This is an optimization exercise on Yosys and OpenROAD, whose aim is small area, a short achievable clock period and few clock cycles per item, not a production implementation. Where RTL was checked, it was by simulation tests only, not by an equivalence proof against the original. Power is estimated from default activity; no workload was simulated.

## v34
## csum_unit
module csum_unit #(
    parameter [15:0] RXB         = 16'h4000,
    parameter [15:0] TXB         = 16'h8000,
    parameter [15:0] RXBUF_SIZE  = 16'd1536,
    parameter [15:0] TXBUF_SIZE  = 16'd1536
) (
    input  wire        clk,
    input  wire        rst,           
    input  wire        cmd_valid,
    output wire        cmd_ready,
    input  wire [31:0] cmd_seed,
    input  wire [15:0] cmd_addr,
    input  wire [15:0] cmd_len,
    output wire        mem_req,
    input  wire        mem_gnt,
    output wire [13:0] mem_waddr,
    input  wire [31:0] mem_rdata,
    output wire        rsp_valid,
    output wire        rsp_err,
    output wire [15:0] rsp_sum
);
    reg        idle;       
    reg        busy;       
    reg        chk;        
    reg        chk2;       
    reg        reqv;       
    reg        first;      
    reg        dvalid;     
    reg        dfirst;     
    reg        dlast;      
    reg        rlast;      
    reg        f1;         
    reg        f2;         
    reg        wq;         
    reg        rspv;
    reg        err;        
    reg        rerr;       
    reg        pre_ok;     
    reg [1:0]  a_lo;       
    reg [10:0] l;          
    reg [10:0] w;          
    reg [31:0] r;          
    reg [15:0] acc_lo;
    reg [15:0] acc_hi;
    reg [1:0]  cy;         
    wire [11:0] ta = {1'b0, w[8:0], a_lo};
  ...
==> module csum_unit, before the edit <==
module csum_unit #(
    parameter [15:0] RXB         = 16'h4000,
    parameter [15:0] TXB         = 16'h8000,
    parameter [15:0] RXBUF_SIZE  = 16'd1536,
    parameter [15:0] TXBUF_SIZE  = 16'd1536
) (
    input  wire        clk,
    input  wire        rst,           
    input  wire        cmd_valid,
    output wire        cmd_ready,
    input  wire [31:0] cmd_seed,
    input  wire [15:0] cmd_addr,
    input  wire [15:0] cmd_len,
    output wire        mem_req,
    input  wire        mem_gnt,
    output wire [13:0] mem_waddr,
    input  wire [31:0] mem_rdata,
    output wire        rsp_valid,
    output wire        rsp_err,
    output wire [15:0] rsp_sum
);
    reg        idle;       
    reg        busy;       
    reg        chk;        
    reg        chk2;       
    reg        reqv;       
    reg        first;      
    reg        dvalid;     
    reg        dfirst;     
    reg        dlast;      
    reg        rlast;      
    reg        f1;         
    reg        f2;         
    reg        wq;         
    reg        rspv;
    reg        err;        
    reg        rerr;       
    reg        pre_ok;     
    reg [1:0]  a_lo;       
    reg [10:0] l;          
    reg [10:0] w;          
    reg [31:0] r;          
    reg [15:0] acc_lo;
    reg [15:0] acc_hi;
    reg [1:0]  cy;         
    wire [11:0] ta = {1'b0, w[8:0], a_lo};
    wire [11:0] tb = {1'b0, l};
    wire [12:0] t  = {1'b0, ~(ta ^ tb)} + {(ta | tb), 1'b0};
    wire        ok = pre_ok && (!t[12] || (!t[11] && !(t[10] && t[9])));
    wire        zero = (l == 11'd0);
    wire        none = chk && zero;
    wire gnt      = reqv && mem_gnt;
    wire single   = (l[10:3] == 8'd0) && ({1'b0, l[2:0]} + {2'b00, a_lo} <= 4'd4);
    wire last_now = chk ? single : (w[8:0] == l[10:2]);
    wire accept   = !busy && cmd_valid;
    reg [10:0] w_all;      
    integer k;
    always @(*) begin
        w_all[0] = 1'b1;
        for (k = 1; k < 11; k = k + 1)
            w_all[k] = w_all[k-1] & w[k-1];
    end
    wire [10:0] w_n = w ^ (w_all & {11{gnt}});
    wire [3:0] m_lo = dfirst ? (4'b1111 << a_lo) : 4'b1111;
    wire [3:0] m_hi = dlast  ? (4'b1111 >> (2'd3 - l[1:0])) : 4'b1111;
    wire [3:0] m    = {4{dvalid && !err}} & m_lo & m_hi;
    wire [3:0] ms   = m & {4{!a_lo[0]}};                      
    wire [3:0] mx   = {m[2], m[3], m[0], m[1]} & {4{a_lo[0]}};  
    wire [31:0] rd  = mem_rdata;
    wire [31:0] rdx = {rd[23:16], rd[31:24], rd[7:0], rd[15:8]};
    wire [15:0] hi_n = acc_hi + {14'd0, cy};
    wire        inj  = rlast || (chk && zero);
    wire [31:0] r_n  = (rd  & {{8{ms[3]}}, {8{ms[2]}}, {8{ms[1]}}, {8{ms[0]}}}) |
                       (rdx & {{8{mx[3]}}, {8{mx[2]}}, {8{mx[1]}}, {8{mx[0]}}}) |
                       ({6'd0, lo_n[17:16], 8'd0, hi_n[7:0], hi_n[15:8]} & {32{inj}});
    wire [15:0] w0   = {r[7:0], r[15:8]};
    wire [15:0] w1   = {r[23:16], r[31:24]};
    wire [15:0] cs_s = acc_lo ^ w0 ^ w1;
    wire [15:0] cs_c = (acc_lo & w0) | (acc_lo & w1) | (w0 & w1);
    wire [17:0] lo_n = {2'd0, cs_s} + {1'd0, cs_c, f2 && (cy[1] || (cy[0] && !wq))};
    wire [15:0] fh   = {r[7:0], r[15:8]};
    wire        fwr  = ((fh == 16'hffff) && (r[25:24] != 2'd0)) ||
                       ((fh == 16'hfffe) && r[25]);
    wire        nc   = (acc_lo[15:12] != 4'hf) && (fh[15:11] == 5'd0);
    always @(posedge clk) begin
        r      <= r_n;
        dfirst <= first;
        dlast  <= last_now;
        acc_hi <= !busy ? cmd_seed[31:16] : hi_n;
        cy     <= !busy ? 2'd0 : lo_n[17:16];
        if (!busy)
            acc_lo <= cmd_seed[15:0];
        else if (chk2 && err)
            acc_lo <= 16'd0;
        else
            acc_lo <= lo_n[15:0];
        if (!busy) begin
            pre_ok <= ((cmd_addr[15:11] == 5'b01000) || (cmd_addr[15:11] == 5'b10000)) &&
                      (cmd_len[15:11] == 5'd0);
            a_lo   <= cmd_addr[1:0];
        end
        if (!busy)
            l <= cmd_len[10:0];
        else if (chk)
            l <= t[10:0];
        w <= !busy ? {!cmd_addr[15], cmd_addr[15], cmd_addr[10:2]} : w_n;
        if (chk)
            err <= !ok;
        rerr <= chk2 && err;
        wq <= fwr;
    end
    always @(posedge clk) begin
        if (rst) begin
            idle   <= 1'b1;
            busy   <= 1'b0;
            chk    <= 1'b0;
            chk2   <= 1'b0;
            reqv   <= 1'b0;
            dvalid <= 1'b0;
            rlast  <= 1'b0;
            f1     <= 1'b0;
            f2     <= 1'b0;
            rspv   <= 1'b0;
        end else begin
            chk    <= accept;
            chk2   <= chk;
            dvalid <= gnt && !none;
            rlast  <= dvalid && dlast && !err;
            f1     <= rlast || (chk && zero);
            f2     <= f1 && !err && !nc;
            rspv   <= (f1 && nc) || f2 || (chk2 && err);
            if (accept) begin
                idle  <= 1'b0;
                busy  <= 1'b1;
                reqv  <= 1'b1;
                first <= 1'b1;
            end
            if (rspv) begin
                idle <= 1'b1;
                busy <= 1'b0;
            end
            if (gnt) begin
                first <= 1'b0;
                if (last_now)
                    reqv <= 1'b0;
            end
            if (none || (chk2 && err))
                reqv <= 1'b0;
        end
    end
    assign cmd_ready = idle;
    assign mem_req   = reqv;
    assign mem_waddr = {w[9], w[10], 3'b000, w[8:0]};
    assign rsp_valid = rspv;
    assign rsp_err   = rerr;
    assign rsp_sum   = acc_lo;
endmodule
==> flow/config.mk <==
export PLATFORM = sky130hd
export DESIGN_NAME = csum_unit
export DESIGN_NICKNAME = csum_unit
export VERILOG_FILES = /design/flow/design.v
export SDC_FILE = /design/flow/constraint.sdc
export NUM_CORES = 4
export LEC_CHECK = 0
export CAP_MARGIN = 20
export CORE_MARGIN = 2
export CORE_UTILIZATION = 40
export SLEW_MARGIN = 20
==> flow/constraint.sdc <==
create_clock -name core_clock -period 10.0 [get_ports {clk}]
set_input_delay 2.0000 -clock core_clock [delete_from_list [all_inputs] [get_ports {clk}]]
set_output_delay 2.0000 -clock core_clock [all_outputs]
set_load 0.01 [all_outputs]
standard.sh (not shown) runs the stock make flow with config.mk's settings and CLKGATE_MAP_FILE= SYNTH_SCRIPT=/design/flow/synth_recipe.tcl, a recipe that flattens the netlist after the stock synthesis.
==> flow/flow/run.sh <==
#!/bin/bash
export BUFFER_PORTS_ARGS="-buffer_cell sky130_fd_sc_hd__buf_1"
export SETUP_SLACK_MARGIN=7.0
bash standard.sh > standard.log 2>&1
Setup changes, v34 to v26
--- a/flow/design.v
+++ b/flow/design.v
@@ -33,37 +33,38 @@
     reg        f2;         
     reg        wq;         
     reg        rspv;
     reg        err;        
     reg        rerr;       
     reg        pre_ok;     
+    reg        sel;        
     reg [1:0]  a_lo;       
     reg [10:0] l;          
-    reg [10:0] w;          
+    reg [8:0]  w;          
     reg [31:0] r;          
     reg [15:0] acc_lo;
     reg [15:0] acc_hi;
     reg [1:0]  cy;         
-    wire [11:0] ta = {1'b0, w[8:0], a_lo};
+    wire [11:0] ta = {1'b0, w, a_lo};
     wire [11:0] tb = {1'b0, l};
     wire [12:0] t  = {1'b0, ~(ta ^ tb)} + {(ta | tb), 1'b0};
     wire        ok = pre_ok && (!t[12] || (!t[11] && !(t[10] && t[9])));
     wire        zero = (l == 11'd0);
     wire        none = chk && zero;
     wire gnt      = reqv && mem_gnt;
     wire single   = (l[10:3] == 8'd0) && ({1'b0, l[2:0]} + {2'b00, a_lo} <= 4'd4);
-    wire last_now = chk ? single : (w[8:0] == l[10:2]);
+    wire last_now = chk ? single : (w == l[10:2]);
     wire accept   = !busy && cmd_valid;
-    reg [10:0] w_all;      
+    reg  [8:0] w_all;      
     integer k;
     always @(*) begin
         w_all[0] = 1'b1;
-        for (k = 1; k < 11; k = k + 1)
+        for (k = 1; k < 9; k = k + 1)
             w_all[k] = w_all[k-1] & w[k-1];
     end
-    wire [10:0] w_n = w ^ (w_all & {11{gnt}});
+    wire [8:0] w_n = w ^ (w_all & {9{gnt}});
     wire [3:0] m_lo = dfirst ? (4'b1111 << a_lo) : 4'b1111;
     wire [3:0] m_hi = dlast  ? (4'b1111 >> (2'd3 - l[1:0])) : 4'b1111;
     wire [3:0] m    = {4{dvalid && !err}} & m_lo & m_hi;
     wire [3:0] ms   = m & {4{!a_lo[0]}};                      
     wire [3:0] mx   = {m[2], m[3], m[0], m[1]} & {4{a_lo[0]}};  
     wire [31:0] rd  = mem_rdata;
@@ -94,19 +95,20 @@
             acc_lo <= 16'd0;
         else
             acc_lo <= lo_n[15:0];
         if (!busy) begin
             pre_ok <= ((cmd_addr[15:11] == 5'b01000) || (cmd_addr[15:11] == 5'b10000)) &&
                       (cmd_len[15:11] == 5'd0);
+            sel    <= cmd_addr[15];
             a_lo   <= cmd_addr[1:0];
         end
         if (!busy)
             l <= cmd_len[10:0];
         else if (chk)
             l <= t[10:0];
-        w <= !busy ? {!cmd_addr[15], cmd_addr[15], cmd_addr[10:2]} : w_n;
+        w <= !busy ? cmd_addr[10:2] : w_n;
         if (chk)
             err <= !ok;
         rerr <= chk2 && err;
         wq <= fwr;
     end
     always @(posedge clk) begin
@@ -147,11 +149,11 @@
             if (none || (chk2 && err))
                 reqv <= 1'b0;
         end
     end
     assign cmd_ready = idle;
     assign mem_req   = reqv;
-    assign mem_waddr = {w[9], w[10], 3'b000, w[8:0]};
+    assign mem_waddr = {sel, ~sel, 3'b000, w};
     assign rsp_valid = rspv;
     assign rsp_err   = rerr;
     assign rsp_sum   = acc_lo;
 endmodule
Sequential power: v34 vs v26 — no meaningful difference. For v34, the worst setup path startpoint was acc_lo[0]$_DFF_P_, unlike v26, where it was w[5]$_DFF_P_. Sort v34 and v26 by final cycle utilization of the critical path desc -> top: v34. Diff v34 -> v26 | combinational fraction of design power | increase of 0.5 points. v26 leaves more setup margin than v34. The fill cell total of the finished layout in v26 was lower than what v34 gave.
Testbench counts of v26, summed over its fixed seeds: cycles 63,482, items 512.
For v34, only the layout was checked, not whether the RTL still works.

==> static timing again, ports no longer ideal <==
No port has a modelled driver above. Below, the same layouts with a new extraction and two added sets of constraints.
Step 1 assumes that a clkbuf_16 drives the clock port and a buf_2 every other input.
Step 2 adds t to the input delays and takes it off the output delays; t is the mean of the earliest and latest rising clock arrival at the registers after step 1. Input paths then give back, and output paths get back, about the clock's delay inside the block.
a / b / c = ideal / step 1 / step 2; a / b = the first two.
| run | t, ns | slack for setup (ns) | worst setup path after step 2 | pins driven straight from the clock port |
|---|---|---|---|---|
| v34 | 0.396 | 7.047 / 7.005 / 6.797 | input to register | 1 |
| v26 | 0.395 | 7.071 / 7.030 / 6.759 | input to register | 1 |
After both steps setup and hold are still met in every run listed. For v26, which loses most, drivers alone change the setup slack by -0.041 ns; drivers and shift together by -0.312 ns.
